Context: an optimization exercise on an open-source flow, tuned for small area and a short achievable clock period. The choices shown serve that exercise and are no tape-out recipe. In this exercise RTL edits were held to simulation tests only and were not proved equivalent to the original. Power is estimated from default activity; no workload was simulated.

==> flow/design.v <==
module spfc_packer (
    input  wire        clk,
    input  wire        rst,
    input  wire        in_valid,
    input  wire [1:0]  in_op,
    input  wire [31:0] in_rg,
    input  wire [31:0] in_ba,
    input  wire [15:0] in_pk,
    output reg         out_valid,
    output wire [15:0] out_pk,
    output wire [31:0] out_rg,
    output wire [31:0] out_ba
);
    function [11:0] thr31;
        input [4:0] t;
        integer i, k;
        begin
            thr31 = 12'd2048;
            for (i = 0; i < 32; i = i + 1)
                if (t == i) begin
                    k = (i < 16) ? i + 1 : i;
                    thr31 = (131070 * k - 65535 + 61) / 62 - 2048 * i;
                end
        end
    endfunction
    function [10:0] thr63;
        input [5:0] t;
        integer i, k;
        begin
            thr63 = 11'd1024;
            for (i = 0; i < 64; i = i + 1)
                if (t == i) begin
                    k = (i < 32) ? i + 1 : i;
                    thr63 = (131070 * k - 65535 + 125) / 126 - 1024 * i;
                end
        end
    endfunction
    function ge16;
        input [15:0] a;
        input [15:0] b;
        reg   [15:0] g, p;
        integer l, i, n;
        begin
            g = a & ~b;
            p = a | ~b;
            n = 16;
            for (l = 0; l < 4; l = l + 1) begin
                for (i = 0; i < 8; i = i + 1)
                    if (2 * i + 1 < n) begin
                        g[i] = g[2 * i + 1] | (p[2 * i + 1] & g[2 * i]);
                        p[i] = p[2 * i + 1] & p[2 * i];
                    end else if (2 * i < n) begin
                        g[i] = g[2 * i];
                        p[i] = p[2 * i];
                    end
                n = (n + 1) / 2;
            end
            ge16 = g[0] | p[0];
        end
    endfunction
    function [15:0] su63;
        input [5:0] q;
        integer i;
        begin
            su63 = 16'd0;
            for (i = 0; i < 64; i = i + 1)
                if (q == i)
                    su63 = (131070 * i + 63) / 126;
        end
    endfunction
    wire [15:0] ch_r = in_rg[15:0];
    wire [15:0] ch_g = in_rg[31:16];
    wire [15:0] ch_b = in_ba[15:0];
    wire [15:0] ch_a = in_ba[31:16];
    wire        is_pack = ~in_op[0];
    wire        is_565  = ~in_op[1];
    wire        ge_r   = ge16({5'b0, ch_r[10:0]}, {4'b0, thr31(ch_r[15:11])});
    wire        ge_b   = ge16({5'b0, ch_b[10:0]}, {4'b0, thr31(ch_b[15:11])});
    wire        ge_g31 = ge16({5'b0, ch_g[10:0]}, {4'b0, thr31(ch_g[15:11])});
    wire        ge_g63 = ge16({6'b0, ch_g[9:0]}, {5'b0, thr63(ch_g[15:10])});
    wire        ge_g   = is_565 ? ge_g63 : ge_g31;
    wire        a_zero = (ch_a == 16'd0);
    wire        r_blk  = ~ge16(ch_r, 16'd1058);
    wire        b_blk  = ~ge16(ch_b, 16'd1058);
    wire        g_blk  = is_565 ? ~ge16(ch_g, 16'd521) : ~ge16(ch_g, 16'd1058);
    wire        blk    = r_blk & g_blk & b_blk;
    reg  [5:0]  r_q;
    reg  [6:0]  g_q;
    reg  [5:0]  b_q;
    reg         m565_q;
    reg         nz_q;
    always @(posedge clk) begin
        if (rst)
            out_valid <= 1'b0;
        else
            out_valid <= in_valid;
    end
    always @(posedge clk) begin
        m565_q <= is_565;
        nz_q   <= in_pk != 16'd0;
        if (is_pack) begin
            r_q <= {~a_zero & (ge_r | blk), ch_r[15:11] & {5{~a_zero}}};
            g_q <= {~a_zero & (ge_g | blk),
                    (is_565 ? ch_g[15:10] : {ch_g[15], ch_g[15:11]}) & {6{~a_zero}}};
            b_q <= {~a_zero & (ge_b | blk), ch_b[15:11] & {5{~a_zero}}};
        end else begin
            r_q <= {1'b0, is_565 ? in_pk[15:11] : in_pk[14:10]};
            g_q <= {1'b0, is_565 ? in_pk[10:5] : {1'b0, in_pk[9:5]}};
            b_q <= {1'b0, in_pk[4:0]};
        end
    end
    function [5:0] stepq;
        input [5:0] t;
        input       msb;
        input       step;
        reg   [5:0] x, all1;
        reg         dec;
        integer i;
        begin
            dec = ~step & msb;
            x = t ^ {6{dec}};
            all1[0] = step ^ msb;
            for (i = 1; i < 6; i = i + 1)
                all1[i] = all1[i - 1] & x[i - 1];
            stepq = t ^ all1;
        end
    endfunction
    wire [5:0]  q_r6 = stepq({1'b0, r_q[4:0]}, r_q[4], r_q[5]);
    wire [5:0]  q_b6 = stepq({1'b0, b_q[4:0]}, b_q[4], b_q[5]);
    wire [4:0]  q_r = q_r6[4:0];
    wire [4:0]  q_b = q_b6[4:0];
    wire [5:0]  q_g = stepq(g_q[5:0], g_q[5], g_q[6]);
    assign out_pk = m565_q ? {q_r, q_g, q_b} : {1'b0, q_r, q_g[4:0], q_b};
    wire [4:0]  u_r  = r_q[4:0];
    wire [4:0]  u_b  = b_q[4:0];
    wire [15:0] u_g6 = su63(g_q[5:0]);
    wire [4:0]  u_g5 = g_q[4:0];
    wire [15:0] u_g  = m565_q ? u_g6 : {u_g5, u_g5, u_g5, u_g5[4]};
    assign out_rg = {u_g, u_r, u_r, u_r, u_r[4]};
    assign out_ba = {{16{nz_q}}, u_b, u_b, u_b, u_b[4]};
endmodule
==> flow/flow/run.sh <==
#!/bin/bash
# The standard layout (standard.sh), with plain buf_1 cells as the port
# buffers instead of the resizer's default choice.
export BUFFER_PORTS_ARGS="-buffer_cell sky130_fd_sc_hd__buf_1"
bash standard.sh finish > standard.log 2>&1
==> flow/standard.sh <==
#!/bin/bash
# synth_recipe.tcl (not shown) runs the flow's synth.tcl, then flattens the netlist and writes it again
# the make line also repeats each setting of config.mk as NAME=value (left out here)
make -C /OpenROAD-flow-scripts/flow DESIGN_CONFIG=/design/flow/config.mk WORK_HOME=/design/flow/orfs CLKGATE_MAP_FILE= SYNTH_SCRIPT=/design/flow/synth_recipe.tcl "${@:-finish}"
==> flow/config.mk <==
export PLATFORM = sky130hd
export DESIGN_NAME = spfc_packer
export DESIGN_NICKNAME = spfc_packer
export VERILOG_FILES = /design/flow/design.v
export SDC_FILE = /design/flow/constraint.sdc
export NUM_CORES = 4
export LEC_CHECK = 0
export CAP_MARGIN = 20
export CORE_MARGIN = 2
export CORE_UTILIZATION = 40
export SLEW_MARGIN = 20
==> flow/constraint.sdc <==
create_clock -name core_clock -period 27.0 [get_ports {clk}]
set_input_delay 5.4000 -clock core_clock [delete_from_list [all_inputs] [get_ports {clk}]]
set_output_delay 5.4000 -clock core_clock [all_outputs]
set_load 0.01 [all_outputs]
==> results.yml, run 1 <==
status:
  status: "finished clean"
die:
  fp-row-count: 34
  fp.dieW_um: 97.59
  io_pins: 166
  core_um2: 8593
  die_height_um: 97.59
  die_area_um2: 9523
  initial_utilization: 0.4077
timing:
  grt_setup_unrepaired: "no"
  hold_viol: 0
  worst_slew_pin_slew_ns: 0.8944
  tns_ns: 0
  finalCritPeriodShare: 0.3041
  fmax_mhz: 121.8
  fin_crit_ns: 8.210
  max-slew-margin-rel: 0.4037
  slew_viol_final: 0
  setup_viol: 0
  hold_ws_ns: 5.293
global_routing:
  grt_pass1_vias: 3590
  gr-total-overflow: 0
  grt_max_degree: 29
  antenna_found_initial: 0
  grt_first_pass_wirelength_um: 16620
  grtUsageTotal: 0.1998
clocking:
  ctsResizeCount: 0
  cts_buffer_depth: 2
  cts_tree: "yes"
  postCtsHoldBufs: 0
  post_cts_buffers: 0
  htreeDepth: 1
  cts.sinks: 22
  numCtsBuffers: 3
  clk_root_buffer_cell: "clkbuf_8"
  clk_pin_slew_ns: 0.07
flow_run:
  drv_cap: 0
synthesis:
  synthCells: 511
  synth-compound-area-share: 0.3214
  synth-simple-area-share: 0.2689
  ys_seq_area_frac: 0.1257
  synth-xor-area-share: 0.06250
  synth_cell_types: 69
  synth.top_cell.area_share: 0.1257
  synthTopCellsByArea: "dfxtp_1 (13%), buf_4 (10%), nand2_1 (6.6%)"
  syn_nets: 599
  synth_edf_count: 0
  synth_top_family_by_area: "compound AO/OA/AOI/OAI gates"
  synthFlopType: "dfxtp_1"
  synth.area.mux_share: 0.03393
  yosysWarnings: 1
  synth.ff_latch_count: 22
  syn-cell-area_um2: 3503
  synthArstFlopShare: 0
  synth_largest_area_cell: "dfxtp_1"
  yosys.area_share.adder: 0.01393
  avgSynthCellArea_um2: 6.856
place:
  dpl-instance-area_um2: 3725
  port-buffer-count: 163
  place_hpwl_um: 7733
  place.gp.congestion: 0.9209
critical_path:
  start_kind: "flip-flop"
  worstPathMaxFanout: 15
  critPathKind: "flip-flop to output pin"
  crit_arrival_ns: 2.81
  cp_data_required_time_ns: 21.60
  endpoint_kind: "output pin"
final_layout:
  areaGrowthSynthToFinish_pct: 7.929
  fill_cells: 914
  layout.nets: 680
  regArea_um2: 440.4
  fin_util: 0.4400
  drive_above_1_share: 0.04061
  fin_area_um2: 3781
  n_antenna_cell: 0
  multi_input_area_um2: 2462
power:
  cellLeakagePower_nw: 1.408
  ir_drop_v: 0.00001458
  powerDensity_nw_per_um2: 34.29
drt:
  totalWireLength_um: 9829
  drtIter0Drc: 175
  final_antenna_net_count: 0
  viasPerCell: 5.584
  drc_errors: 0
  avgRoutedWirePerCell_um: 14.06
  dr.pass1.iters: 5
  vias: 3903
min_path:
  holdCritPathClass: "input pin to flip-flop"
## cell usage after synthesis, types with 4 or more instances
| master | n |
|---|---|
| nand2_1 | 62 |
| buf_4 | 48 |
| nor2_1 | 38 |
| a21oi_1 | 32 |
| clkbuf_1 | 23 |
| o21ai_0 | 23 |
| dfxtp_1 | 22 |
| inv_1 | 19 |
| a22o_1 | 18 |
| buf_2 | 15 |
| xor2_1 | 14 |
| nand3_1 | 12 |
| nor4_1 | 12 |
| nand2b_1 | 11 |
| xnor2_1 | 11 |
| nand3b_1 | 9 |
| nor3_1 | 9 |
| a211oi_1 | 8 |
| mux2_2 | 7 |
| nor2b_1 | 7 |
| o31ai_1 | 7 |
| a22oi_1 | 5 |
| a31oi_1 | 5 |
| o211ai_1 | 5 |
| a221o_1 | 4 |
| a41oi_1 | 4 |
| and2_1 | 4 |
| mux2i_1 | 4 |
| nand4b_1 | 4 |
| nor3b_1 | 4 |
| o21a_1 | 4 |
| o21ai_1 | 4 |
| o221ai_1 | 4 |
## layer usage
layer	up-vias	track usage	wire, um
met5	-	0	0
met4	0	0.05662	157
met2	145	0.3517	4752
met1	1779	0.2607	4364
met3	16	0.01583	554
li1	1963	-	-
## kinds of logic (layout without fill, tap and decap cells)
| group | count (synthesis) | after routing |
|---|---|---|
| adders and majority gates | 4 | 4 |
| buffers and inverters | 107 | 187 |
| AOI/OAI and AO/OA | 155 | 155 |
| xor gates and xnor gates | 25 | 25 |
| muxes | 11 | 11 |
| DFF | 22 | 22 |
| and+or+nand+nor | 187 | 187 |
## final timing paths
check,startpoint,endpoint,slack [ns],depth (start not counted)
max,r_q[4],out_pk[14],18.79,8
min,rst,out_valid,5.29,2
## where the power goes
group / switching [mW] / leakage (nW) / internal (mW) / total (mW)
sequential: 0.00603 / 0.185 / 0.0352 / 0.0412
combinational: 0.0387 / 1.19 / 0.0269 / 0.0657
clock: 0.00980 / 0.0288 / 0.0130 / 0.0228
total: 0.0546 / 1.41 / 0.0751 / 0.130
## placed cells by master (no fill, tap or decap), types with 4 or more instances in the layout
| master | netlist | layout |
|---|---|---|
| buf_1 | 0 | 162 |
| nand2_1 | 62 | 62 |
| nor2_1 | 38 | 38 |
| a21oi_1 | 32 | 32 |
| o21ai_0 | 23 | 23 |
| dfxtp_1 | 22 | 22 |
| inv_1 | 19 | 19 |
| a22o_1 | 18 | 18 |
| xor2_1 | 14 | 14 |
| nand3_1 | 12 | 12 |
| nor4_1 | 12 | 12 |
| nand2b_1 | 11 | 11 |
| xnor2_1 | 11 | 11 |
| nand3b_1 | 9 | 9 |
| nor3_1 | 9 | 9 |
| a211oi_1 | 8 | 8 |
| mux2_2 | 7 | 7 |
| nor2b_1 | 7 | 7 |
| o31ai_1 | 7 | 7 |
| a31oi_1 | 5 | 5 |
| a22oi_1 | 5 | 5 |
| o211ai_1 | 5 | 5 |
| nand4b_1 | 4 | 4 |
| nor3b_1 | 4 | 4 |
| mux2i_1 | 4 | 4 |
| a221o_1 | 4 | 4 |
| o21a_1 | 4 | 4 |
| and2_1 | 4 | 4 |
| o221ai_1 | 4 | 4 |
| o21ai_1 | 4 | 4 |
| clkbuf_8 | 0 | 4 |
## per-stage QoR
stage,worst slack [ns],power (mW),instances
6_report,18.79,0.1297,699
5_1_grt,18.51,0.1400,699
4_1_cts,18.80,0.1299,699
3_5_place_dp,19.03,0.1074,695
3_3_place_gp,19.09,0.1058,695
2_1_floorplan,19.64,0.09148,511
## critical path: stages, from the launching register on
cell,delay [ns]
dfxtp_1,0.50
ha_1,0.57
xnor2_1,0.17
nor3_1,0.46
o21ai_0,0.17
a221oi_1,0.31
a21oi_1,0.06
nor2_1,0.15
buf_1,0.16
## sequential cells by signal (all words and copies together) (netlist names)
register   count
b_q            6
g_q            7
m565_q         1
nz_q           1
out_valid      1
r_q            6
## cell type report
class	instances	share of cell area
flip-flops and latches	22	0.1165
well taps	108	0.03574
inverters	20	0.01985
repair buffers	163	0.1621
multi-input cells	382	0.6512
clock buffers	4	0.01456
==> run 2, diff against run 1 <==
==> flow/flow/run.sh (replaced) <==
#!/bin/bash
# The standard layout (standard.sh), with plain buf_1 cells as the port
# buffers, and the resizer's setup repair aimed at a margin below the
# clock period so that it shortens the longest paths.
export BUFFER_PORTS_ARGS="-buffer_cell sky130_fd_sc_hd__buf_1"
bash standard.sh SETUP_SLACK_MARGIN=20 finish > standard.log 2>&1
==> results.yml, run 2 <==
synthesis:
  synthTopCellsByArea: "dfxtp_1 (13%), buf_4 (10%), nand2_1 (6.6%)"
  synth_largest_area_cell: "dfxtp_1"
  syn-cell-area_um2: 3503
  synthCells: 511
  synth_common_cells: "nand2_1 (62), buf_4 (48), nor2_1 (38)"
  synth_cell_types: 69
  synth.top_cell.area_share: 0.1257
  yosysWarnings: 1
  syn_nets: 599
  avgSynthCellArea_um2: 6.856
  ys_seq_area_frac: 0.1257
  synth_edf_count: 0
  synthFlopType: "dfxtp_1"
  synthArstFlopShare: 0
  yosysMostFrequentCell: "nand2_1"
  synth.ff_latch_count: 22
drt:
  drtIter0Drc: 170
  totalWireLength_um: 10010
  final_antenna_net_count: 0
  vias: 3956
  viasPerCell: 5.457
  drc_errors: 0
  dr.pass1.iters: 5
  avgRoutedWirePerCell_um: 13.80
status:
  status: "finished clean"
die:
  core_um2: 8593
  die_height_um: 97.59
  fp-row-count: 34
  initial_utilization: 0.4077
  fp.dieW_um: 97.59
  io_pins: 166
  die_area_um2: 9523
critical_path:
  start_kind: "flip-flop"
  crit_arrival_ns: 1.87
  cp_data_required_time_ns: 21.60
  startpoint: "r_q[5]"
  endpoint_kind: "output pin"
  crit_path_end: "out_pk[13]"
  worstPathMaxFanout: 5
  critPathKind: "flip-flop to output pin"
place:
  place_hpwl_um: 7592
  place.gp.congestion: 0.9150
  port-buffer-count: 163
timing:
  fmax_mhz: 137.6
  finalCritPeriodShare: 0.2692
  hold_viol: 0
  grt_setup_unrepaired: "yes"
  slew_viol_final: 0
  max-slew-margin-rel: 0.4964
  tns_ns: 0
  setup_viol: 0
  worst_slew_pin_slew_ns: 0.7553
  fin_crit_ns: 7.269
  hold_ws_ns: 5.294
clocking:
  cts_tree: "yes"
  htreeDepth: 1
  numCtsBuffers: 3
  clk_pin_slew_ns: 0.08
  cts_buffer_depth: 2
  postCtsHoldBufs: 0
  clk_root_buffer_cell: "clkbuf_8"
  cts.sinks: 22
final_layout:
  areaGrowthSynthToFinish_pct: 23.61
  drive_above_1_share: 0.2026
  layout.nets: 706
  final_common_cell: "buf_1"
  fin_util: 0.5039
  final_cell_mix: "buf_1 (139), nand2_1 (59), nor2_1 (36)"
  top_register: "g_q"
  largest_reg_flops: 7
  n_antenna_cell: 0
  reg_top3: "g_q x7, b_q x6, r_q x6"
power:
  ir_drop_v: 0.00001835
  powerDensity_nw_per_um2: 34.16
  total_power_mw: 0.1479
  cellLeakagePower_nw: 1.676
min_path:
  min_from: "rst"
  holdCritPathClass: "input pin to flip-flop"
  worstHoldPathCells: 2
global_routing:
  grtUsageTotal: 0.1975
  grt_pass1_vias: 3458
  grt_first_pass_wirelength_um: 16280
  grt_max_degree: 29
  antenna_found_initial: 0
  gr-total-overflow: 0
flow_run:
  drv_cap: 0
## run 2: cell counts after synthesis
Identical to the previous run, type by type.
## run 2: how the worst min path moves through the flow
stage                           end  slack, ns
after floorplan           out_valid       5.47
after global placement    out_valid       5.56
after detailed placement  out_valid       5.56
after CTS                 out_valid       5.29
after global routing      out_valid       5.29
final                     out_valid       5.29
## run 2: per-stage QoR
stage	setup WS, ns	instance area, um^2	std cells
floorplan	19.90	3547	511
global placement	19.11	3759	695
detailed placement	19.10	3759	695
CTS	19.71	3988	706
global route	19.55	4330	725
finish	19.73	4330	725
## run 2: area by class of cell
type	count	area (um^2)
tap	108	135.1
multi-input combinational	382	2698
clock buffer	4	66.31
sequential	22	475.5
fill	890	4263
inverter	20	76.32
timing repair buffer	189	879.6
## run 2: cell families (layout without fill, tap and decap cells)
family | Yosys count | after routing | synth area share
AOI/OAI and AO/OA | 155 | 155 | 0.3214
muxes | 11 | 11 | 0.03393
and+or+nand+nor | 187 | 187 | 0.2689
xor gates and xnor gates | 25 | 25 | 0.06250
buffers and inverters | 107 | 213 | 0.1736
DFF | 22 | 22 | 0.1257
adders and majority gates | 4 | 4 | 0.01393
## run 2: worst max-delay path: stages, from the launching register on
cell and delay (ns):
dfxtp_2 0.33, inv_2 0.04, ha_4 0.19, buf_4 0.14, buf_6 0.11, xor2_1 0.17
a22o_1 0.19, a32o_1 0.21, a21oi_2 0.10, buf_2 0.13
## run 2: per-layer routing
| metal | GRT usage | vias up | wire (um) | part of all wire |
|---|---|---|---|---|
| met5 | 0 | - | 0 | 0 |
| met4 | 0.04380 | 0 | 79 | 0.0079 |
| met3 | 0.01151 | 6 | 486 | 0.049 |
| met2 | 0.3501 | 140 | 5067 | 0.51 |
| met1 | 0.2634 | 1796 | 4372 | 0.44 |
| li1 | - | 2014 | - | - |
## run 2: repair_timing
| item | in CTS | in global routing |
|---|---|---|
| setup endpoints to repair | 18 | 15 |
| gates resized for setup | 47 | 69 |
| pin swaps | 9 | 24 |
| buffers inserted | 7 | 19 |
## run 2: power breakdown
group	leakage [nW]	switching (mW)	internal (mW)
Sequential	0.189	0.00553	0.0354
Clock	0.0339	0.00984	0.0160
Combinational	1.45	0.0441	0.0370
Total	1.68	0.0594	0.0885
==> run 3, diff against run 2 <==
==> flow/flow/run.sh (replaced) <==
#!/bin/bash
# The standard layout (standard.sh) with three changes:
#  - synthesis maps the logic with the ABC script in flow/abc_map.script
#    (structural rewriting and area-recovering mapping) instead of ORFS's
#    speed script; everything else in synthesis, including the flip-flops,
#    is ORFS's and the standard flow's own;
#  - plain buf_1 cells as the port buffers;
#  - the resizer's setup repair aims at a margin below the clock period.
set -e
rm -rf scripts_abc
cp -r "$FLOW_HOME/scripts" scripts_abc
cp flow/abc_map.script scripts_abc/abc_area.script
export BUFFER_PORTS_ARGS="-buffer_cell sky130_fd_sc_hd__buf_1"
bash standard.sh SCRIPTS_DIR="$PWD/scripts_abc" ABC_AREA=1 synth > synth.log 2>&1
bash standard.sh SETUP_SLACK_MARGIN=19.5 finish > standard.log 2>&1
==> flow/flow/abc_map.script (new file) <==
&get -n
&st
&syn2
&dch -f
&nf -R 1000
&put
mfs2
&get -n
&st
&dch -f
&nf -R 1000
&put
mfs2
&get -n
&st
&dch -f
&nf -R 1000
&put
==> results.yml, run 3 <==
synthesis:
  syn-cell-area_um2: 2615
  synthFlopType: "dfxtp_1"
  synthCells: 383
  synth-simple-area-share: 0.2478
  synth_edf_count: 0
  ys_seq_area_frac: 0.1684
  synth.area.mux_share: 0.02727
  synthArstFlopShare: 0
  yosysMostFrequentCell: "nand2_1"
  synth.ff_latch_count: 22
  synth.top_cell.area_share: 0.1684
  synth_top_family_by_area: "compound AO/OA/AOI/OAI gates"
  synth_cell_types: 45
  syn_nets: 471
  yosysWarnings: 1
  synthTopCellsByArea: "dfxtp_1 (17%), buf_4 (14%), nand2_1 (8.9%)"
  synth-xor-area-share: 0.07703
  yosys.area_share.adder: 0.02201
  synth_common_cells: "nand2_1 (62), buf_4 (48), o21ai_0 (32)"
  avgSynthCellArea_um2: 6.828
  synth-compound-area-share: 0.2952
  synth_largest_area_cell: "dfxtp_1"
clocking:
  cts_buffer_depth: 2
  postCtsHoldBufs: 0
  htreeDepth: 1
  cts.sinks: 22
  cts_tree: "yes"
  clk_root_buffer_cell: "clkbuf_8"
  clk_pin_slew_ns: 0.08
  numCtsBuffers: 3
final_layout:
  n_antenna_cell: 0
  fill_cells: 679
  largest_reg_flops: 7
  final_cell_mix: "buf_1 (153), nand2_1 (60), o21ai_0 (29)"
  multi_input_area_um2: 1926
  areaGrowthSynthToFinish_pct: 26.65
  reg_top3: "g_q x7, b_q x6, r_q x6"
  regArea_um2: 450.4
  drive_above_1_share: 0.1133
  instances_no_fill: 589
  fin_util: 0.5216
  top_register: "g_q"
  final_common_cell: "buf_1"
  layout.nets: 601
timing:
  worst_slew_pin_slew_ns: 0.7435
  fin_crit_ns: 7.427
  slew_viol_final: 0
  tns_ns: 0
  finalCritPeriodShare: 0.2751
  max-slew-margin-rel: 0.4978
  fmax_mhz: 134.6
  grt_setup_unrepaired: "yes"
  setup_viol: 0
  hold_viol: 0
  post-route-worst-setup-slack_ns: 19.57
critical_path:
  path_delay_family: "simple AND/OR/NAND/NOR gates"
  start_kind: "flip-flop"
  crit_arrival_ns: 2.03
  endpoint_kind: "output pin"
  slowest_delay_ns: 0.38
  critPathKind: "flip-flop to output pin"
  cp_cell_sequence: "ha_4, nand3b_1, mux2_4, nor2_4, and2_4, nand2_4, xnor2_2, nand2_1, o21ai_2, buf_2"
  worst-path-buf-inv: 1
  cp_data_required_time_ns: 21.60
  crit_slowest_cell: "dfxtp_4"
  worstPathMaxFanout: 6
die:
  fp-row-count: 29
  initial_utilization: 0.4118
  io_pins: 166
  fp.dieW_um: 84.86
  die_area_um2: 7200
  core_um2: 6350
  die_height_um: 84.86
power:
  p_switching_mw: 0.05035
  ir_drop_v: 0.00001840
  p_seq_frac: 0.323
  p_int_mw: 0.07455
  netSwitchingFraction: 0.4031
  cellLeakagePower_nw: 1.227
  total_power_mw: 0.1249
  clkPwrFrac: 0.185
  power_frac_comb: 0.493
  powerDensity_nw_per_um2: 37.71
place:
  port-buffer-count: 163
  place.gp.congestion: 0.8608
  placed_cells_incl_taps: 575
  place_ws_ns: 18.61
  place_hpwl_um: 6175
status:
  status: "finished clean"
global_routing:
  grtUsageTotal: 0.2072
  grt_max_degree: 27
  grt_first_pass_wirelength_um: 12700
  grt_pass1_vias: 2801
  gr-total-overflow: 0
  antenna_found_initial: 0
drt:
  dr.pass1.iters: 4
  avgRoutedWirePerCell_um: 13.30
  viasPerCell: 5.513
  vias: 3247
  drtIter0Drc: 116
  totalWireLength_um: 7836
  drc_errors: 0
  final_antenna_net_count: 0
flow_run:
  drv_cap: 0
min_path:
  holdCritPathClass: "input pin to flip-flop"
==> run 3: cells by family (layout without fill, tap and decap cells) <==
group / Yosys count / after routing
AO/OA/AOI/OAI: 120 / 120
buffers and inverters: 65 / 194
flip-flops: 22 / 22
AND/OR/NAND/NOR: 141 / 141
XOR/XNOR: 23 / 23
multiplexers: 7 / 7
adder cells (fa/ha/maj): 5 / 5
==> run 3: area by class of cell <==
class | instances | area share
tap | 77 | 0.02909
multi-input combinational | 296 | 0.5814
inverter | 17 | 0.02002
sequential | 22 | 0.1360
timing repair buffer | 173 | 0.2168
clock buffer | 4 | 0.01662
==> run 3: per-stage QoR <==
stage	area (um^2)	hold slack, ns
final	3312	5.287
after CTS	3109	5.281
after global routing	3312	5.281
after detailed placement	2963	5.560
after floorplan	2615	5.472
after global placement	2963	5.559
==> run 3: path summary, 6_finish.rpt <==
kind,endpoint,start,slack (ns),depth (start not counted)
setup / recovery,out_pk[10],g_q[5],19.57,10
hold / removal,out_valid,rst,5.29,2
==> run 3: power by group through the flow <==
stage                     Combinational [mW]  Sequential (mW)  Clock [mW]
after floorplan                       0.0376           0.0396           0
after global placement                0.0527           0.0406           0
after detailed placement              0.0532           0.0407           0
after CTS                             0.0558           0.0402      0.0237
after global routing                  0.0682           0.0410      0.0251
final                                 0.0615           0.0403      0.0231
==> run 3: timing repair <==
item | CTS | global route
pin swaps | 4 | 8
cloned | 0 | 0
endpoints found under the setup margin | 9 | 9
gates resized for setup | 33 | 37
buffers inserted | 2 | 8
==> run 3: layer usage <==
metal,GRT usage,vias up,share of wire
met4,0.07359,0,0.025
met5,0,-,0
met1,0.2736,1498,0.43
met2,0.3593,116,0.50
met3,0.01070,15,0.050
li1,-,1618,-
==> run 4, diff against run 3 <==
--- a/flow/design.v
+++ b/flow/design.v
@@ -85,4 +85,8 @@
     wire        g_blk  = is_565 ? ~ge16(ch_g, 16'd521) : ~ge16(ch_g, 16'd1058);
     wire        blk    = r_blk & g_blk & b_blk;
+    wire [4:0]  dec_r = ch_r[15:11] - {4'd0, ch_r[15]};
+    wire [4:0]  dec_b = ch_b[15:11] - {4'd0, ch_b[15]};
+    wire [5:0]  dec_g = is_565 ? ch_g[15:10] - {5'd0, ch_g[15]}
+                               : {1'b0, ch_g[15:11] - {4'd0, ch_g[15]}};
     reg  [5:0]  r_q;
     reg  [6:0]  g_q;
@@ -100,8 +104,8 @@
         nz_q   <= in_pk != 16'd0;
         if (is_pack) begin
-            r_q <= {~a_zero & (ge_r | blk), ch_r[15:11] & {5{~a_zero}}};
+            r_q <= {~a_zero & (ge_r | blk), dec_r & {5{~a_zero}}};
             g_q <= {~a_zero & (ge_g | blk),
-                    (is_565 ? ch_g[15:10] : {ch_g[15], ch_g[15:11]}) & {6{~a_zero}}};
-            b_q <= {~a_zero & (ge_b | blk), ch_b[15:11] & {5{~a_zero}}};
+                    dec_g & {6{~a_zero}}};
+            b_q <= {~a_zero & (ge_b | blk), dec_b & {5{~a_zero}}};
         end else begin
             r_q <= {1'b0, is_565 ? in_pk[15:11] : in_pk[14:10]};
@@ -110,25 +114,7 @@
         end
     end
-    function [5:0] stepq;
-        input [5:0] t;
-        input       msb;
-        input       step;
-        reg   [5:0] x, all1;
-        reg         dec;
-        integer i;
-        begin
-            dec = ~step & msb;
-            x = t ^ {6{dec}};
-            all1[0] = step ^ msb;
-            for (i = 1; i < 6; i = i + 1)
-                all1[i] = all1[i - 1] & x[i - 1];
-            stepq = t ^ all1;
-        end
-    endfunction
-    wire [5:0]  q_r6 = stepq({1'b0, r_q[4:0]}, r_q[4], r_q[5]);
-    wire [5:0]  q_b6 = stepq({1'b0, b_q[4:0]}, b_q[4], b_q[5]);
-    wire [4:0]  q_r = q_r6[4:0];
-    wire [4:0]  q_b = q_b6[4:0];
-    wire [5:0]  q_g = stepq(g_q[5:0], g_q[5], g_q[6]);
+    wire [4:0]  q_r = r_q[4:0] + {4'd0, r_q[5]};
+    wire [4:0]  q_b = b_q[4:0] + {4'd0, b_q[5]};
+    wire [5:0]  q_g = g_q[5:0] + {5'd0, g_q[6]};
     assign out_pk = m565_q ? {q_r, q_g, q_b} : {1'b0, q_r, q_g[4:0], q_b};
     wire [4:0]  u_r  = r_q[4:0];
==> flow/flow/run.sh (replaced) <==
#!/bin/bash
# The standard layout (standard.sh), with plain buf_1 cells as the port
# buffers, and the resizer's setup repair aimed at a margin below the
# clock period so that it shortens the longest paths.
export BUFFER_PORTS_ARGS="-buffer_cell sky130_fd_sc_hd__buf_1"
bash standard.sh SETUP_SLACK_MARGIN=19.5 finish > standard.log 2>&1
removed: flow/flow/abc_map.script
==> results.yml, run 4 <==
critical_path:
  cp_data_required_time_ns: 27.12
  start_kind: "input pin"
  crit_arrival_ns: 7.57
  worstPathMaxFanout: 11
  critPathKind: "input pin to flip-flop"
  endpoint_kind: "flip-flop"
global_routing:
  grtUsageTotal: 0.1979
  grt_first_pass_wirelength_um: 14680
  antenna_found_initial: 0
  gr-total-overflow: 0
  grt_max_degree: 27
  grt_pass1_vias: 3176
final_layout:
  largest_reg_flops: 7
  drive_above_1_share: 0.05641
  n_antenna_cell: 0
  areaGrowthSynthToFinish_pct: 10.69
  final_cell_mix: "buf_1 (155), nand2_1 (74), o21ai_0 (37)"
  reg_top3: "g_q x7, b_q x6, r_q x6"
  layout.nets: 685
  fill_cells: 890
  fin_util: 0.4556
  top_register: "g_q"
  final_common_cell: "buf_1"
synthesis:
  synthFlopType: "dfxtp_1"
  avgSynthCellArea_um2: 6.832
  synthCells: 495
  synth_cell_types: 62
  yosysMostFrequentCell: "nand2_1"
  syn-cell-area_um2: 3382
  syn_nets: 594
  synth_edf_count: 0
  synth_largest_area_cell: "dfxtp_1"
  synth.ff_latch_count: 22
  synthTopCellsByArea: "dfxtp_1 (13%), buf_4 (11%), nand2_1 (8.2%)"
  yosysWarnings: 1
  synthArstFlopShare: 0
  synth_common_cells: "nand2_1 (74), buf_4 (48), o21ai_0 (37)"
  synth.top_cell.area_share: 0.1302
  ys_seq_area_frac: 0.1302
timing:
  setup_viol: 0
  max-slew-margin-rel: 0.4602
  worst_slew_pin_slew_ns: 0.8097
  finalCritPeriodShare: 0.2760
  hold_viol: 0
  tns_ns: 0
  slew_viol_final: 0
  grt_setup_unrepaired: "yes"
  fin_crit_ns: 7.453
  fmax_mhz: 134.2
drt:
  vias: 3852
  drtIter0Drc: 174
  viasPerCell: 5.583
  avgRoutedWirePerCell_um: 14.44
  dr.pass1.iters: 5
  totalWireLength_um: 9965
  drc_errors: 0
  final_antenna_net_count: 0
die:
  fp-row-count: 33
  initial_utilization: 0.4116
  die_area_um2: 9206
  die_height_um: 95.95
  io_pins: 166
  core_um2: 8217
  fp.dieW_um: 95.95
place:
  place.gp.congestion: 0.9245
  place_hpwl_um: 7977
  port-buffer-count: 163
clocking:
  cts_buffer_depth: 2
  numCtsBuffers: 3
  htreeDepth: 1
  cts.sinks: 22
  post_cts_buffers: 0
  cts_tree: "yes"
  postCtsHoldBufs: 0
  clk_pin_slew_ns: 0.08
  clk_root_buffer_cell: "clkbuf_8"
status:
  status: "finished clean"
flow_run:
  drv_cap: 0
power:
  cellLeakagePower_nw: 1.430
  powerDensity_nw_per_um2: 32.96
  ir_drop_v: 0.00001583
min_path:
  hold_end: "out_valid"
  min_from: "rst"
  holdCritPathClass: "input pin to flip-flop"
  worstHoldPathCells: 2
==> run 4: timing repair <==
item | CTS | global route
resized for setup | 4 | 17
pin swaps | 0 | 3
endpoints found under the setup margin | 2 | 4
==> run 4: metal layers <==
| layer | GRT usage | wire length (um) |
|---|---|---|
| met5 | 0 | 0 |
| met4 | 0.06548 | 216 |
| met3 | 0.007831 | 569 |
| met2 | 0.3520 | 4875 |
| met1 | 0.2559 | 4304 |
==> run 4: critical path: stages <==
cell and delay, ns:
clkbuf_2 0.24, nand2_2 0.15, a221o_1 0.36, a21o_1 0.19, maj3_2 0.31, maj3_2 0.31, maj3_2 0.30, a211oi_1 0.20
a211oi_1 0.10
==> run 4: cell type report <==
class,instances,area (um^2),share of cell area
multi-input cells,375,2405,0.6424
repair buffers,164,634.4,0.1695
flip-flops and latches,22,442.9,0.1183
well taps,105,131.4,0.03509
inverters,20,75.07,0.02005
clock buffers,4,55.05,0.01471
==> run 4: logic make-up (layout without fill, tap and decap cells) <==
logic type      Yosys count  after routing  synth area share
mux                      10             10           0.03219
fa+ha+maj                21             21           0.07362
compound gates          138            138            0.2804
flops                    22             22            0.1302
simple gates            182            182            0.2571
xor+xnor                 24             24           0.06215
buf+inv                  98            188            0.1643
==> run 4: worst max path at each step <==
stage               from      to  depth (start not counted)
3_3_place_gp   in_rg[27]  g_q[6]                          9
6_report       in_rg[26]  g_q[6]                          9
2_1_floorplan  in_rg[29]  g_q[6]                          9
4_1_cts        in_rg[28]  g_q[6]                          9
3_5_place_dp   in_rg[27]  g_q[6]                          9
5_1_grt        in_rg[31]  g_q[6]                          9
==> run 4: through the flow <==
step / power [mW] / hold WS (ns) / worst slack [ns] / std cells / cell area (um^2)
floorplan: 0.08469 / 5.472 / 19.60 / 495 / 3382
global placement: 0.09877 / 5.561 / 18.95 / 686 / 3652
detailed placement: 0.09962 / 5.563 / 18.89 / 686 / 3652
CTS: 0.1231 / 5.282 / 19.33 / 690 / 3717
global route: 0.1331 / 5.291 / 19.42 / 690 / 3744
finish: 0.1234 / 5.287 / 19.55 / 690 / 3744
==> run 4: power by group <==
| group | leakage, nW | total [mW] | switching, mW | internal [mW] |
|---|---|---|---|---|
| logic | 1.22 | 0.0597 | 0.0363 | 0.0234 |
| clock network | 0.0288 | 0.0235 | 0.0105 | 0.0130 |
| registers | 0.185 | 0.0402 | 0.00468 | 0.0355 |
==> run 5, diff against run 4 <==
--- a/flow/flow/run.sh
+++ b/flow/flow/run.sh
@@ -4,3 +4,3 @@
 # clock period so that it shortens the longest paths.
 export BUFFER_PORTS_ARGS="-buffer_cell sky130_fd_sc_hd__buf_1"
-bash standard.sh SETUP_SLACK_MARGIN=19.5 finish > standard.log 2>&1
+bash standard.sh SETUP_SLACK_MARGIN=20.5 finish > standard.log 2>&1
==> results.yml, run 5 <==
synthesis:
  synthArstFlopShare: 0
  avgSynthCellArea_um2: 6.832
  synthFlopType: "dfxtp_1"
  yosysMostFrequentCell: "nand2_1"
  synth_largest_area_cell: "dfxtp_1"
  synth.ff_latch_count: 22
  synth_cell_types: 62
  synthCells: 495
  syn-cell-area_um2: 3382
  synth.top_cell.area_share: 0.1302
  ys_seq_area_frac: 0.1302
  synthTopCellsByArea: "dfxtp_1 (13%), buf_4 (11%), nand2_1 (8.2%)"
  yosysWarnings: 1
  synth_common_cells: "nand2_1 (74), buf_4 (48), o21ai_0 (37)"
  synth_edf_count: 0
  syn_nets: 594
timing:
  max-slew-margin-rel: 0.6979
  grt_setup_unrepaired: "yes"
  fin_crit_ns: 7.223
  setup_viol: 0
  fmax_mhz: 138.5
  slew_viol_final: 0
  worst_slew_pin_slew_ns: 0.4472
  hold_ws_ns: 5.280
  hold_viol: 0
  finalCritPeriodShare: 0.2675
  tns_ns: 0
final_layout:
  final_common_cell: "buf_1"
  layout.nets: 715
  multi_input_area_um2: 2905
  areaGrowthSynthToFinish_pct: 41.73
  top_register: "g_q"
  drive_above_1_share: 0.3122
  fill_cells: 758
  regArea_um2: 471.7
  reg_top3: "g_q x7, b_q x6, r_q x6"
  n_antenna_cell: 0
  largest_reg_flops: 7
  final_cell_mix: "buf_1 (114), nand2_1 (56), o21ai_0 (27), buf_4 (27), nor2_1 (26)"
die:
  die_area_um2: 9206
  fp.dieW_um: 95.95
  io_pins: 166
  die_height_um: 95.95
  initial_utilization: 0.4116
  fp-row-count: 33
  core_um2: 8217
drt:
  vias: 4128
  final_antenna_net_count: 0
  avgRoutedWirePerCell_um: 15.89
  totalWireLength_um: 11440
  viasPerCell: 5.733
  drtIter0Drc: 156
  dr.pass1.iters: 4
  drc_errors: 0
critical_path:
  worstPathMaxFanout: 20
  critPathKind: "input pin to flip-flop"
  crit_arrival_ns: 7.36
  cp_cell_sequence: "buf_6, o2bb2ai_1, a221o_1, a21o_1, maj3_2, maj3_2, maj3_2, a211oi_2, a211oi_1"
  endpoint_kind: "flip-flop"
  start_kind: "input pin"
  worst-path-buf-inv: 1
  path_delay_family: "adder cells"
  cp_data_required_time_ns: 27.14
  startpoint: "in_rg[31]"
  path_common_cell: "maj3_2"
  crit_slowest_cell: "maj3_2"
  slowest_delay_ns: 0.31
  cp.depth: 9
place:
  place.gp.congestion: 0.8715
  port-buffer-count: 163
  place_hpwl_um: 8185
clocking:
  htreeDepth: 1
  cts_tree: "yes"
  clk_root_buffer_cell: "clkbuf_8"
  numCtsBuffers: 3
  cts.sinks: 22
  clk_pin_slew_ns: 0.08
  cts_buffer_depth: 2
  postCtsHoldBufs: 0
global_routing:
  grtUsageTotal: 0.2226
  grt_pass1_vias: 3581
  met2_usage: 0.4266
  grt_busiest_layer: "met2"
  gr-total-overflow: 0
  antenna_found_initial: 0
  met1_usage: 0.2579
  grt_first_pass_wirelength_um: 16580
  grt.met3_usage: 0.01253
  grt_max_degree: 23
flow_run:
  drv_cap: 0
status:
  status: "finished clean"
min_path:
  min_from: "rst"
  hold_end: "out_valid"
  holdCritPathClass: "input pin to flip-flop"
  worstHoldPathCells: 2
power:
  cellLeakagePower_nw: 1.905
  ir_drop_v: 0.00001666
  powerDensity_nw_per_um2: 31.60
[run 5: cell counts after synthesis]
Identical to the previous run, type by type.
[run 5: how the worst max path moves through the flow]
stage	endpoint	slack [ns]
finish	g_q[6]	19.78
detailed placement	g_q[6]	18.88
global placement	g_q[6]	18.93
floorplan	g_q[6]	19.65
CTS	g_q[6]	19.76
global route	b_q[5]	19.68
[run 5: stage by stage]
step	power [mW]	cells	area [um^2]	worst slack, ns	util
after global routing	0.1607	720	4793	19.68	0.5834
after CTS	0.1416	714	4488	19.76	0.5462
after floorplan	0.08720	495	3515	19.65	-
final	0.1515	720	4793	19.78	0.5834
after detailed placement	0.1018	686	3721	18.88	0.4529
after global placement	0.1008	686	3721	18.93	0.4529
[run 5: what timing repair did]
item                                    4_1_cts  5_1_grt
pin swaps                                    30       23
endpoints found under the setup margin       46       62
endpoints found under the hold margin         0        0
buffers inserted                             23        6
cloned                                        1        0
resized for setup                           160       67
[run 5: kinds of logic after synthesis]
logic type | count (synthesis) | synth area share
simple gates | 182 | 0.2571
compound gates | 138 | 0.2804
buf+inv | 98 | 0.1643
xor+xnor | 24 | 0.06215
flops | 22 | 0.1302
fa+ha+maj | 21 | 0.07362
mux | 10 | 0.03219
[run 5: layout make-up]
type | count | area share
clock buffer | 4 | 0.01149
inverter | 20 | 0.01723
multi-input combinational | 375 | 0.6061
sequential | 22 | 0.09841
tap | 105 | 0.02741
timing repair buffer | 194 | 0.2394
[run 5: routing by layer]
layer  wire length (um)  vias up
met3                610       28
met1               4545     1919
met2               5980      186
met4                304        0
met5                  0        -
li1                   -     1995
[run 5: power by group]
group / switching, mW / internal, mW
clock network: 0.0104 / 0.0130
logic: 0.0460 / 0.0407
registers: 0.00559 / 0.0358
==> run 6, diff against run 5 <==
--- a/flow/flow/run.sh
+++ b/flow/flow/run.sh
@@ -4,3 +4,3 @@
 # clock period so that it shortens the longest paths.
 export BUFFER_PORTS_ARGS="-buffer_cell sky130_fd_sc_hd__buf_1"
-bash standard.sh SETUP_SLACK_MARGIN=20.5 finish > standard.log 2>&1
+bash standard.sh SETUP_SLACK_MARGIN=20.5 SETUP_MOVE_SEQUENCE=sizeup,swap SKIP_GATE_CLONING=1 RECOVER_POWER=100 finish > standard.log 2>&1
==> results.yml, run 6 <==
drt:
  totalWireLength_um: 10670
  drc_errors: 0
  avgRoutedWirePerCell_um: 15.47
  dr.pass1.iters: 5
  viasPerCell: 5.757
  vias: 3972
  final_antenna_net_count: 0
  drtIter0Drc: 134
timing:
  worst_slew_pin_slew_ns: 0.9508
  grt_setup_unrepaired: "yes"
  fin_crit_ns: 7.861
  finalCritPeriodShare: 0.2911
  max-slew-margin-rel: 0.3661
  setup_viol: 0
  slew_viol_final: 0
  hold_viol: 0
  fmax_mhz: 127.2
  tns_ns: 0
synthesis:
  synth.top_cell.area_share: 0.1302
  yosysWarnings: 1
  yosysMostFrequentCell: "nand2_1"
  synth_largest_area_cell: "dfxtp_1"
  synth_edf_count: 0
  synth.ff_latch_count: 22
  synth_cell_types: 62
  synthTopCellsByArea: "dfxtp_1 (13%), buf_4 (11%), nand2_1 (8.2%)"
  syn_nets: 594
  synthCells: 495
  ys_seq_area_frac: 0.1302
  avgSynthCellArea_um2: 6.832
  synthFlopType: "dfxtp_1"
  synth_common_cells: "nand2_1 (74), buf_4 (48), o21ai_0 (37)"
  syn-cell-area_um2: 3382
  synthArstFlopShare: 0
power:
  cellLeakagePower_nw: 1.590
  ir_drop_v: 0.00001702
  powerDensity_nw_per_um2: 32.39
clocking:
  clk_pin_slew_ns: 0.08
  cts.sinks: 22
  clk_root_buffer_cell: "clkbuf_8"
  numCtsBuffers: 3
  postCtsHoldBufs: 0
  htreeDepth: 1
  cts_buffer_depth: 2
  cts_tree: "yes"
critical_path:
  path_common_cell: "maj3_2"
  cp_cell_sequence: "clkbuf_1, nand2_4, a221o_1, a21o_1, maj3_2, maj3_2, maj3_2, a211oi_2, a211oi_1"
  cp_data_required_time_ns: 27.12
  worstPathMaxFanout: 15
  endpoint_kind: "flip-flop"
  critPathKind: "input pin to flip-flop"
  start_kind: "input pin"
  slowest_delay_ns: 0.65
  crit_slowest_cell: "clkbuf_1"
  crit_arrival_ns: 7.98
min_path:
  worstHoldPathCells: 2
  holdCritPathClass: "input pin to flip-flop"
place:
  place_hpwl_um: 8185
  dpl-instance-area_um2: 3721
  place.gp.congestion: 0.8715
  port-buffer-count: 163
  placed_cells_incl_taps: 686
final_layout:
  fin_util: 0.5098
  instances_no_fill: 690
  drive_above_1_share: 0.1932
  layout.nets: 685
  final_cell_mix: "buf_1 (118), nand2_1 (55), o21ai_0 (32)"
  fin_area_um2: 4189
  largest_reg_flops: 7
  top_register: "g_q"
  areaGrowthSynthToFinish_pct: 23.86
  fill_cells: 854
  reg_top3: "g_q x7, b_q x6, r_q x6"
  n_antenna_cell: 0
  final_common_cell: "buf_1"
global_routing:
  grt_pass1_vias: 3286
  antenna_found_initial: 0
  grtUsageTotal: 0.2043
  grt_first_pass_wirelength_um: 15210
  gr-total-overflow: 0
  grt_max_degree: 27
die:
  initial_utilization: 0.4116
  fp-row-count: 33
  io_pins: 166
  die_area_um2: 9206
  fp.dieW_um: 95.95
  core_um2: 8217
  die_height_um: 95.95
status:
  status: "finished clean"
flow_run:
  drv_cap: 0
[run 6: changes by cell type in the layout (fill, tap and decap cells not counted), sizes merged]
cell,before,now
buf,191,145
clkbuf,7,23
[run 6: cell families (layout without fill, tap and decap cells)]
| family | Yosys count | count (layout) | synth area share |
|---|---|---|---|
| XOR/XNOR | 24 | 24 | 0.06215 |
| adder cells (fa/ha/maj) | 21 | 21 | 0.07362 |
| flip-flops | 22 | 22 | 0.1302 |
| AND/OR/NAND/NOR | 182 | 182 | 0.2571 |
| multiplexers | 10 | 10 | 0.03219 |
| AO/OA/AOI/OAI | 138 | 138 | 0.2804 |
| buffers and inverters | 98 | 188 | 0.1643 |
[run 6: cell type report]
type	count	area, um^2	area share
multi-input combinational	375	2686	0.6413
tap	105	131.4	0.03136
clock buffer	4	55.05	0.01314
timing repair buffer	164	779.5	0.1861
inverter	20	82.58	0.01971
sequential	22	454.2	0.1084
[run 6: worst paths after layout]
path,endpoint,startpoint,slack [ns]
setup / recovery,g_q[6],in_rg[27],19.14
hold / removal,out_valid,rst,5.28
[run 6: timing repair]
action	4_1_cts	5_1_grt
gates resized for setup	83	118
endpoints found under the setup margin	46	62
pin swaps	16	27
buffers inserted	0	0
[run 6: through the flow]
step | setup slack [ns] | hold WS, ns | total power [mW]
4_1_cts | 19.70 | 5.275 | 0.1299
2_1_floorplan | 19.65 | 5.472 | 0.08720
5_1_grt | 19.04 | 5.283 | 0.1449
3_5_place_dp | 18.88 | 5.556 | 0.1018
6_report | 19.14 | 5.282 | 0.1357
3_3_place_gp | 18.93 | 5.558 | 0.1008
[run 6: layer usage]
metal  track usage  share of wire  wire (um)  vias up
li1              -              -          -     1926
met1        0.2447           0.41       4331     1847
met2        0.3881           0.52       5507      181
met3       0.01175          0.060        640       18
met4       0.06071          0.018        193        0
met5             0              0          0        -
[run 6: critical path: cells and delay by family]
| family | cells | cell delay (ns) |
|---|---|---|
| compound gates | 4 | 0.83 |
| simple gates | 1 | 0.15 |
| buf+inv | 1 | 0.65 |
| fa+ha+maj | 3 | 0.94 |
[run 6: where the power goes]
part / leakage [nW] / switching [mW] / internal [mW]
Combinational: 1.38 / 0.0400 / 0.0304
Sequential: 0.187 / 0.00634 / 0.0357
Clock: 0.0288 / 0.0103 / 0.0130
Total: 1.59 / 0.0566 / 0.0790
==> run 7, diff against run 6 <==
==> flow/flow/run.sh (replaced) <==
#!/bin/bash
# The standard layout (standard.sh), with plain buf_1 cells as the port
# buffers instead of the resizer's default choice.
export BUFFER_PORTS_ARGS="-buffer_cell sky130_fd_sc_hd__buf_1"
bash standard.sh finish > standard.log 2>&1
==> results.yml, run 7 <==
synthesis:
  synthCells: 495
  synth_common_cells: "nand2_1 (74), buf_4 (48), o21ai_0 (37)"
  synth.ff_latch_count: 22
  synth_top_family_by_area: "compound AO/OA/AOI/OAI gates"
  avgSynthCellArea_um2: 6.832
  synth_cell_types: 62
  syn-cell-area_um2: 3382
  synth.top_cell.area_share: 0.1302
  yosysMostFrequentCell: "nand2_1"
  synth_largest_area_cell: "dfxtp_1"
  ys_seq_area_frac: 0.1302
  synth-simple-area-share: 0.2571
  syn_nets: 594
  yosys.area_share.adder: 0.07362
  synth.area.mux_share: 0.03219
  synth-compound-area-share: 0.2804
  synthTopCellsByArea: "dfxtp_1 (13%), buf_4 (11%), nand2_1 (8.2%)"
  yosysWarnings: 1
  synthArstFlopShare: 0
  synth-xor-area-share: 0.06215
  synthFlopType: "dfxtp_1"
  synth_edf_count: 0
critical_path:
  startpoint: "in_rg[27]"
  cp_cell_sequence: "buf_1, nand2_2, a221o_1, a21o_1, maj3_2, maj3_2, maj3_2, a211oi_1, a211oi_1"
  slowest_delay_ns: 0.55
  worstPathMaxFanout: 15
  endpoint_kind: "flip-flop"
  path_common_cell: "maj3_2"
  critPathKind: "input pin to flip-flop"
  cp_data_required_time_ns: 27.11
  crit_arrival_ns: 7.98
  start_kind: "input pin"
  crit_slowest_cell: "buf_1"
min_path:
  holdCritPathClass: "input pin to flip-flop"
  min_from: "rst"
  worstHoldPathCells: 2
  hold_end: "out_valid"
drt:
  totalWireLength_um: 9849
  final_antenna_net_count: 0
  vias: 3826
  viasPerCell: 5.545
  drc_errors: 0
  drtIter0Drc: 160
  avgRoutedWirePerCell_um: 14.27
  dr.pass1.iters: 5
timing:
  finalCritPeriodShare: 0.2912
  hold_viol: 0
  fin_crit_ns: 7.863
  fmax_mhz: 127.2
  worst_slew_pin_slew_ns: 0.9725
  grt_setup_unrepaired: "no"
  setup_viol: 0
  slew_viol_final: 0
  max-slew-margin-rel: 0.3517
  tns_ns: 0
final_layout:
  top_register: "g_q"
  fin_area_um2: 3707
  reg_top3: "g_q x7, b_q x6, r_q x6"
  multi_input_area_um2: 2386
  final_common_cell: "buf_1"
  fin_util: 0.4512
  largest_reg_flops: 7
  n_antenna_cell: 0
  fill_cells: 889
  regArea_um2: 440.4
  areaGrowthSynthToFinish_pct: 9.619
  layout.nets: 685
  final_cell_mix: "buf_1 (163), nand2_1 (74), o21ai_0 (37)"
  drive_above_1_share: 0.03419
clocking:
  numCtsBuffers: 3
  ctsResizeCount: 0
  clk_pin_slew_ns: 0.08
  htreeDepth: 1
  post_cts_buffers: 0
  clk_root_buffer_cell: "clkbuf_8"
  cts_tree: "yes"
  cts_buffer_depth: 2
  postCtsHoldBufs: 0
  cts.sinks: 22
global_routing:
  grt_first_pass_wirelength_um: 14670
  gr-total-overflow: 0
  grt_max_degree: 27
  grt_pass1_vias: 3178
  antenna_found_initial: 0
  grtUsageTotal: 0.1977
place:
  dpl-instance-area_um2: 3652
  place_hpwl_um: 7977
  place.gp.congestion: 0.9245
  port-buffer-count: 163
die:
  initial_utilization: 0.4116
  die_height_um: 95.95
  die_area_um2: 9206
  fp-row-count: 33
  core_um2: 8217
  fp.dieW_um: 95.95
  io_pins: 166
power:
  total_power_mw: 0.1227
  ir_drop_v: 0.00001578
  cellLeakagePower_nw: 1.399
  powerDensity_nw_per_um2: 33.09
flow_run:
  drv_cap: 0
status:
  status: "finished clean"
## run 7: cell families (layout without fill, tap and decap cells)
logic type / count (synthesis) / in the layout
xor gates and xnor gates: 24 / 24
buffers and inverters: 98 / 188
AOI/OAI and AO/OA: 138 / 138
adders and majority gates: 21 / 21
muxes: 10 / 10
and+or+nand+nor: 182 / 182
DFF: 22 / 22
## run 7: final cells by class
| type | count | share of cell area |
|---|---|---|
| clock buffers | 4 | 0.01485 |
| well taps | 105 | 0.03544 |
| inverters | 20 | 0.02025 |
| flip-flops and latches | 22 | 0.1188 |
| multi-input cells | 375 | 0.6436 |
| repair buffers | 164 | 0.1671 |
## run 7: stage by stage
| stage | cells | setup slack (ns) | hold slack [ns] |
|---|---|---|---|
| 3_3_place_gp | 686 | 18.95 | 5.561 |
| 3_5_place_dp | 686 | 18.89 | 5.563 |
| 2_1_floorplan | 495 | 19.60 | 5.472 |
| 5_1_grt | 690 | 18.99 | 5.291 |
| 6_report | 690 | 19.14 | 5.290 |
| 4_1_cts | 690 | 19.17 | 5.282 |
## run 7: routing by layer
| layer | vias up | track usage | part of all wire |
|---|---|---|---|
| met1 | 1718 | 0.2554 | 0.44 |
| li1 | 1920 | - | - |
| met3 | 11 | 0.007831 | 0.058 |
| met4 | 0 | 0.06548 | 0.017 |
| met5 | - | 0 | 0 |
| met2 | 177 | 0.3520 | 0.49 |
## run 7: where the power goes
| part | internal, mW | leakage [nW] | total [mW] | switching [mW] |
|---|---|---|---|---|
| clock | 0.0130 | 0.0288 | 0.0235 | 0.0105 |
| sequential | 0.0354 | 0.185 | 0.0401 | 0.00469 |
| combinational | 0.0230 | 1.19 | 0.0591 | 0.0361 |
## run 7: how the worst max path moves through the flow
stage,to,slack (ns),depth (start not counted)
final,g_q[6],19.14,9
after global routing,g_q[6],18.99,9
after CTS,g_q[6],19.17,9
after detailed placement,g_q[6],18.89,9
after global placement,g_q[6],18.95,9
after floorplan,g_q[6],19.60,9
## run 7: critical path, delay by kind of cell
kind	cells	cell delay (ns)
AOI/OAI and AO/OA	4	0.89
adders and majority gates	3	0.92
buffers and inverters	1	0.55
and+or+nand+nor	1	0.21
==> run 8, diff against run 7 <==
--- a/flow/design.v
+++ b/flow/design.v
@@ -77,7 +77,8 @@
     wire        ge_r   = ge16({5'b0, ch_r[10:0]}, {4'b0, thr31(ch_r[15:11])});
     wire        ge_b   = ge16({5'b0, ch_b[10:0]}, {4'b0, thr31(ch_b[15:11])});
-    wire        ge_g31 = ge16({5'b0, ch_g[10:0]}, {4'b0, thr31(ch_g[15:11])});
-    wire        ge_g63 = ge16({6'b0, ch_g[9:0]}, {5'b0, thr63(ch_g[15:10])});
-    wire        ge_g   = is_565 ? ge_g63 : ge_g31;
+    wire [10:0] thr_g63 = thr63(ch_g[15:10]);
+    wire [11:0] thr_g   = is_565 ? {thr_g63[10], ch_g[10] & ~thr_g63[10], thr_g63[9:0]}
+                                 : thr31(ch_g[15:11]);
+    wire        ge_g    = ge16({5'b0, ch_g[10:0]}, {4'b0, thr_g});
     wire        a_zero = (ch_a == 16'd0);
     wire        r_blk  = ~ge16(ch_r, 16'd1058);
==> flow/flow/run.sh (replaced) <==
#!/bin/bash
# The standard layout (standard.sh), with plain buf_1 cells as the port
# buffers, and the resizer's setup repair aimed at a margin below the
# clock period so that it shortens the longest paths.
export BUFFER_PORTS_ARGS="-buffer_cell sky130_fd_sc_hd__buf_1"
bash standard.sh SETUP_SLACK_MARGIN=19 finish > standard.log 2>&1
==> results.yml, run 8 <==
flow_run:
  drv_cap: 0
final_layout:
  drive_above_1_share: 0.04255
  fin_area_um2: 3573
  layout.nets: 664
  fill_cells: 845
  top_register: "g_q"
  multi_input_area_um2: 2242
  final_common_cell: "buf_1"
  reg_top3: "g_q x7, b_q x6, r_q x6"
  largest_reg_flops: 7
  regArea_um2: 440.4
  n_antenna_cell: 0
  instances_no_fill: 666
  areaGrowthSynthToFinish_pct: 9.973
  final_cell_mix: "buf_1 (163), nand2_1 (75), o21ai_0 (39)"
clocking:
  htreeDepth: 1
  cts.sinks: 22
  post_cts_buffers: 0
  postCtsHoldBufs: 0
  numCtsBuffers: 3
  clk_root_buffer_cell: "clkbuf_8"
  clk_pin_slew_ns: 0.07
  ctsResizeCount: 0
  cts_buffer_depth: 2
  cts_tree: "yes"
global_routing:
  gr-total-overflow: 0
  grt_pass1_vias: 3131
  grt_first_pass_wirelength_um: 14360
  met1_usage: 0.2686
  grt.met3_usage: 0.004815
  antenna_found_initial: 0
  grt_busiest_layer: "met2"
  met2_usage: 0.3298
  grt_max_degree: 32
  grtUsageTotal: 0.1936
min_path:
  hold_end: "out_valid"
  holdCritPathClass: "input pin to flip-flop"
  worstHoldPathCells: 2
  min_from: "rst"
drt:
  avgRoutedWirePerCell_um: 13.43
  vias: 3628
  totalWireLength_um: 8943
  final_antenna_net_count: 0
  dr.pass1.iters: 4
  viasPerCell: 5.447
  drc_errors: 0
  drtIter0Drc: 123
critical_path:
  crit_arrival_ns: 7.86
  endpoint_kind: "flip-flop"
  cp_data_required_time_ns: 27.14
  crit_slowest_cell: "buf_1"
  cp_cell_sequence: "buf_1, nor2_1, o21ba_1, or4_1, a221o_1, a31oi_1, o21ai_1, a221oi_2, nor2_1"
  worstPathMaxFanout: 18
  slowest_delay_ns: 0.60
  start_kind: "input pin"
  critPathKind: "input pin to flip-flop"
  path_common_cell: "nor2_1"
synthesis:
  synth.ff_latch_count: 22
  synth_top_family_by_area: "simple AND/OR/NAND/NOR gates"
  yosys.area_share.adder: 0.06739
  yosysWarnings: 1
  synth_edf_count: 0
  avgSynthCellArea_um2: 6.914
  syn-cell-area_um2: 3249
  synthArstFlopShare: 0
  synth_cell_types: 66
  synth_common_cells: "nand2_1 (75), buf_4 (52), o21ai_0 (39)"
  synthCells: 470
  synth.top_cell.area_share: 0.1355
  synth-simple-area-share: 0.2661
  synth.area.mux_share: 0.03042
  syn_nets: 569
  synth_largest_area_cell: "dfxtp_1"
  synth-compound-area-share: 0.2480
  synthFlopType: "dfxtp_1"
  yosysMostFrequentCell: "nand2_1"
  synthTopCellsByArea: "dfxtp_1 (14%), buf_4 (12%), nand2_1 (8.7%)"
  synth-xor-area-share: 0.07817
  ys_seq_area_frac: 0.1355
die:
  io_pins: 166
  fp-row-count: 32
  fp.dieW_um: 94.13
  core_um2: 7807
  initial_utilization: 0.4162
  die_height_um: 94.13
  die_area_um2: 8860
power:
  powerDensity_nw_per_um2: 35.49
  p_seq_frac: 0.318
  clkPwrFrac: 0.236
  cellLeakagePower_nw: 1.348
  netSwitchingFraction: 0.3848
  ir_drop_v: 0.00001464
  p_switching_mw: 0.04880
  power_frac_comb: 0.446
  p_int_mw: 0.07801
place:
  place.gp.congestion: 0.9421
  placed_cells_incl_taps: 662
  place_hpwl_um: 7256
  port-buffer-count: 163
  dpl-instance-area_um2: 3502
timing:
  grt_setup_unrepaired: "no"
  tns_ns: 0
  max-slew-margin-rel: 0.4529
  slew_viol_final: 0
  hold_viol: 0
  fin_crit_ns: 7.715
  finalCritPeriodShare: 0.2858
  worst_slew_pin_slew_ns: 0.8206
  fmax_mhz: 129.6
  setup_viol: 0
status:
  status: "finished clean"
run 8: worst max-delay path: cells and delay by family:
kind	cells	cell delay [ns]
AO/OA/AOI/OAI	5	1.09
AND/OR/NAND/NOR	3	0.77
buffers and inverters	1	0.60
run 8: how the worst max path moves through the flow:
stage | cells past startpoint | startpoint | to
after floorplan | 9 | in_rg[29] | g_q[6]
after global placement | 9 | in_rg[29] | g_q[6]
after detailed placement | 9 | in_rg[29] | g_q[6]
after CTS | 9 | in_rg[29] | g_q[6]
after global routing | 9 | in_rg[29] | g_q[6]
final | 9 | in_rg[29] | g_q[6]
run 8: cell type report:
cell class / instances / share of cell area
Inverter: 16 / 0.01821
Sequential cell: 22 / 0.1232
Timing Repair Buffer: 165 / 0.1754
Clock buffer: 3 / 0.01155
Multi-Input combinational cell: 357 / 0.6275
Clock inverter: 1 / 0.008403
Tap cell: 102 / 0.03571
run 8: power by group through the flow:
stage                     clock, mW  combinational [mW]  sequential [mW]
after floorplan                   0              0.0451           0.0389
after global placement            0              0.0556           0.0410
after detailed placement          0              0.0562           0.0411
after CTS                    0.0303              0.0565           0.0404
after global routing         0.0318              0.0635           0.0412
final                        0.0300              0.0565           0.0403
run 8: stage by stage:
| stage | power (mW) | worst slack, ns | util | hold slack (ns) |
|---|---|---|---|---|
| floorplan | 0.08398 | 19.88 | - | 5.472 |
| global placement | 0.09662 | 19.09 | 0.4486 | 5.555 |
| detailed placement | 0.09731 | 19.05 | 0.4486 | 5.556 |
| CTS | 0.1271 | 19.32 | 0.4577 | 5.281 |
| global route | 0.1365 | 19.15 | 0.4577 | 5.275 |
| finish | 0.1268 | 19.28 | 0.4577 | 5.284 |
run 8: kinds of logic (layout without fill, tap and decap cells):
| logic type | Yosys count | count (layout) |
|---|---|---|
| XOR/XNOR | 29 | 29 |
| AO/OA/AOI/OAI | 121 | 121 |
| multiplexers | 9 | 9 |
| AND/OR/NAND/NOR | 180 | 180 |
| flip-flops | 22 | 22 |
| buffers and inverters | 91 | 185 |
| adder cells (fa/ha/maj) | 18 | 18 |
run 8: per-layer routing:
metal / share of wire / vias up
li1: - / 1825
met1: 0.46 / 1645
met2: 0.47 / 145
met3: 0.051 / 13
met4: 0.018 / 0
met5: 0 / -
==> run 9, diff against run 8 <==
--- a/flow/flow/run.sh
+++ b/flow/flow/run.sh
@@ -4,3 +4,3 @@
 # clock period so that it shortens the longest paths.
 export BUFFER_PORTS_ARGS="-buffer_cell sky130_fd_sc_hd__buf_1"
-bash standard.sh SETUP_SLACK_MARGIN=19 finish > standard.log 2>&1
+bash standard.sh SETUP_SLACK_MARGIN=19.8 finish > standard.log 2>&1
==> results.yml, run 9 <==
synthesis:
  synth_common_cells: "nand2_1 (75), buf_4 (52), o21ai_0 (39)"
  yosysWarnings: 1
  yosysMostFrequentCell: "nand2_1"
  synthCells: 470
  synth_edf_count: 0
  syn-cell-area_um2: 3249
  synth_largest_area_cell: "dfxtp_1"
  synthTopCellsByArea: "dfxtp_1 (14%), buf_4 (12%), nand2_1 (8.7%)"
  synthFlopType: "dfxtp_1"
  synth.ff_latch_count: 22
  synth.top_cell.area_share: 0.1355
  ys_seq_area_frac: 0.1355
  synth_cell_types: 66
  syn_nets: 569
  avgSynthCellArea_um2: 6.914
  synthArstFlopShare: 0
place:
  place.gp.congestion: 0.9421
  place_hpwl_um: 7256
  port-buffer-count: 163
die:
  core_um2: 7807
  die_area_um2: 8860
  die_height_um: 94.13
  fp-row-count: 32
  initial_utilization: 0.4162
  fp.dieW_um: 94.13
  io_pins: 166
final_layout:
  top_register: "g_q"
  areaGrowthSynthToFinish_pct: 13.75
  fill_cells: 846
  reg_top3: "g_q x7, b_q x6, r_q x6"
  fin_util: 0.4734
  layout.nets: 670
  n_antenna_cell: 0
  drive_above_1_share: 0.08421
  final_common_cell: "buf_1"
  final_cell_mix: "buf_1 (152), nand2_1 (75), o21ai_0 (38)"
  largest_reg_flops: 7
clocking:
  clk_root_buffer_cell: "clkbuf_8"
  cts_buffer_depth: 2
  numCtsBuffers: 3
  clk_pin_slew_ns: 0.07
  htreeDepth: 1
  postCtsHoldBufs: 0
  cts.sinks: 22
  cts_tree: "yes"
drt:
  final_antenna_net_count: 0
  viasPerCell: 5.424
  totalWireLength_um: 9048
  dr.pass1.iters: 4
  drtIter0Drc: 109
  avgRoutedWirePerCell_um: 13.46
  drc_errors: 0
  vias: 3645
critical_path:
  start_kind: "input pin"
  endpoint_kind: "flip-flop"
  worstPathMaxFanout: 18
  cp_data_required_time_ns: 27.14
  crit_arrival_ns: 7.35
  critPathKind: "input pin to flip-flop"
timing:
  slew_viol_final: 0
  hold_viol: 0
  grt_setup_unrepaired: "yes"
  worst_slew_pin_slew_ns: 0.6966
  fin_crit_ns: 7.216
  fmax_mhz: 138.6
  setup_viol: 0
  finalCritPeriodShare: 0.2673
  tns_ns: 0
  max-slew-margin-rel: 0.5356
global_routing:
  grt_first_pass_wirelength_um: 14420
  grt_pass1_vias: 3136
  grt_max_degree: 32
  grtUsageTotal: 0.1941
  antenna_found_initial: 0
  gr-total-overflow: 0
status:
  status: "finished clean"
power:
  ir_drop_v: 0.00001482
  powerDensity_nw_per_um2: 34.99
  cellLeakagePower_nw: 1.439
  total_power_mw: 0.1293
min_path:
  holdCritPathClass: "input pin to flip-flop"
flow_run:
  drv_cap: 0
[run 9: changes by cell type in the layout (fill, tap and decap cells not counted), sizes merged]
cell / previous run / this run
clkbuf: 3 / 11
buf: 165 / 163
[run 9: power by group]
part           internal, mW  switching [mW]
Clock                0.0198          0.0102
Combinational        0.0245          0.0346
Sequential           0.0356         0.00459
Total                0.0799          0.0494
[run 9: layout make-up]
type | instances | area, um^2 | area share
clock buffers | 3 | 41.29 | 0.01117
flip-flops and latches | 22 | 450.4 | 0.1219
well taps | 102 | 127.6 | 0.03453
repair buffers | 171 | 721.9 | 0.1953
inverters | 16 | 66.31 | 0.01794
multi-input cells | 357 | 2258 | 0.6110
clock inverters | 1 | 30.03 | 0.008125
[run 9: path summary, 6_finish.rpt]
| kind | start | end | slack, ns | cells after the start |
|---|---|---|---|---|
| max | in_rg[29] | g_q[6] | 19.78 | 9 |
| min | rst | out_valid | 5.28 | 2 |
[run 9: routing by layer]
| metal | vias to the layer above | track usage | share of wire |
|---|---|---|---|
| li1 | 1842 | - | - |
| met1 | 1640 | 0.2686 | 0.45 |
| met2 | 151 | 0.3315 | 0.47 |
| met3 | 12 | 0.004815 | 0.059 |
| met4 | 0 | 0.05072 | 0.017 |
| met5 | - | 0 | 0 |
[run 9: worst max-delay path, cell delays in order]
cell	delay, ns
clkbuf_4	0.24
nor2_1	0.15
o21ba_1	0.20
or4_1	0.40
a221o_1	0.33
a31oi_1	0.14
o21ai_1	0.12
a221oi_2	0.26
nor2_1	0.11
[run 9: timing repair]
item | in CTS | in global routing
buffers inserted | 0 | 5
cloned | 0 | 1
gates resized for setup | 11 | 18
pin swaps | 0 | 1
endpoints found under the setup margin | 4 | 6
[run 9: logic make-up after synthesis]
kind of cell	Yosys count	share of synthesized area
AO/OA/AOI/OAI	121	0.2480
flip-flops	22	0.1355
XOR/XNOR	29	0.07817
buffers and inverters	91	0.1744
AND/OR/NAND/NOR	180	0.2661
adder cells (fa/ha/maj)	18	0.06739
multiplexers	9	0.03042
[run 9: per-stage QoR]
step	area [um^2]	setup slack [ns]	hold slack, ns	cells
3_3_place_gp	3502	19.09	5.555	662
5_1_grt	3696	19.70	5.275	672
2_1_floorplan	3249	19.88	5.472	470
3_5_place_dp	3502	19.05	5.556	662
4_1_cts	3596	19.71	5.281	666
6_report	3696	19.78	5.284	672

re-timing with driven ports:
No port has a modelled driver above. Below, the same layouts with a new extraction and two added sets of constraints. Step 1, drivers: a clkbuf_16 drives clk and a buf_2 each remaining input, both assumed. Step 2 times the ports against the registers' clock, not the clock port: input delays grow and output delays shrink by t, the midpoint of the rising clock arrivals with the driver on. Three values: no drivers, after step 1, after step 2; two values: the first two.
| run | shift t [ns] | setup WS [ns] |
|---|---|---|
| run 1 | 0.281 | 18.790 / 18.764 / 19.045 |
| run 2 | 0.279 | 19.731 / 19.706 / 19.779 |
| run 3 | 0.285 | 19.573 / 19.545 / 19.354 |
| run 4 | 0.283 | 19.547 / 19.550 / 19.266 |
| run 5 | 0.284 | 19.777 / 19.752 / 19.468 |
| run 6 | 0.283 | 19.139 / 19.137 / 18.854 |
| run 7 | 0.282 | 19.137 / 19.138 / 18.856 |
| run 8 | 0.280 | 19.285 / 19.280 / 19.000 |
| run 9 | 0.280 | 19.784 / 19.783 / 19.502 |
After both steps every run listed still meets setup and hold.
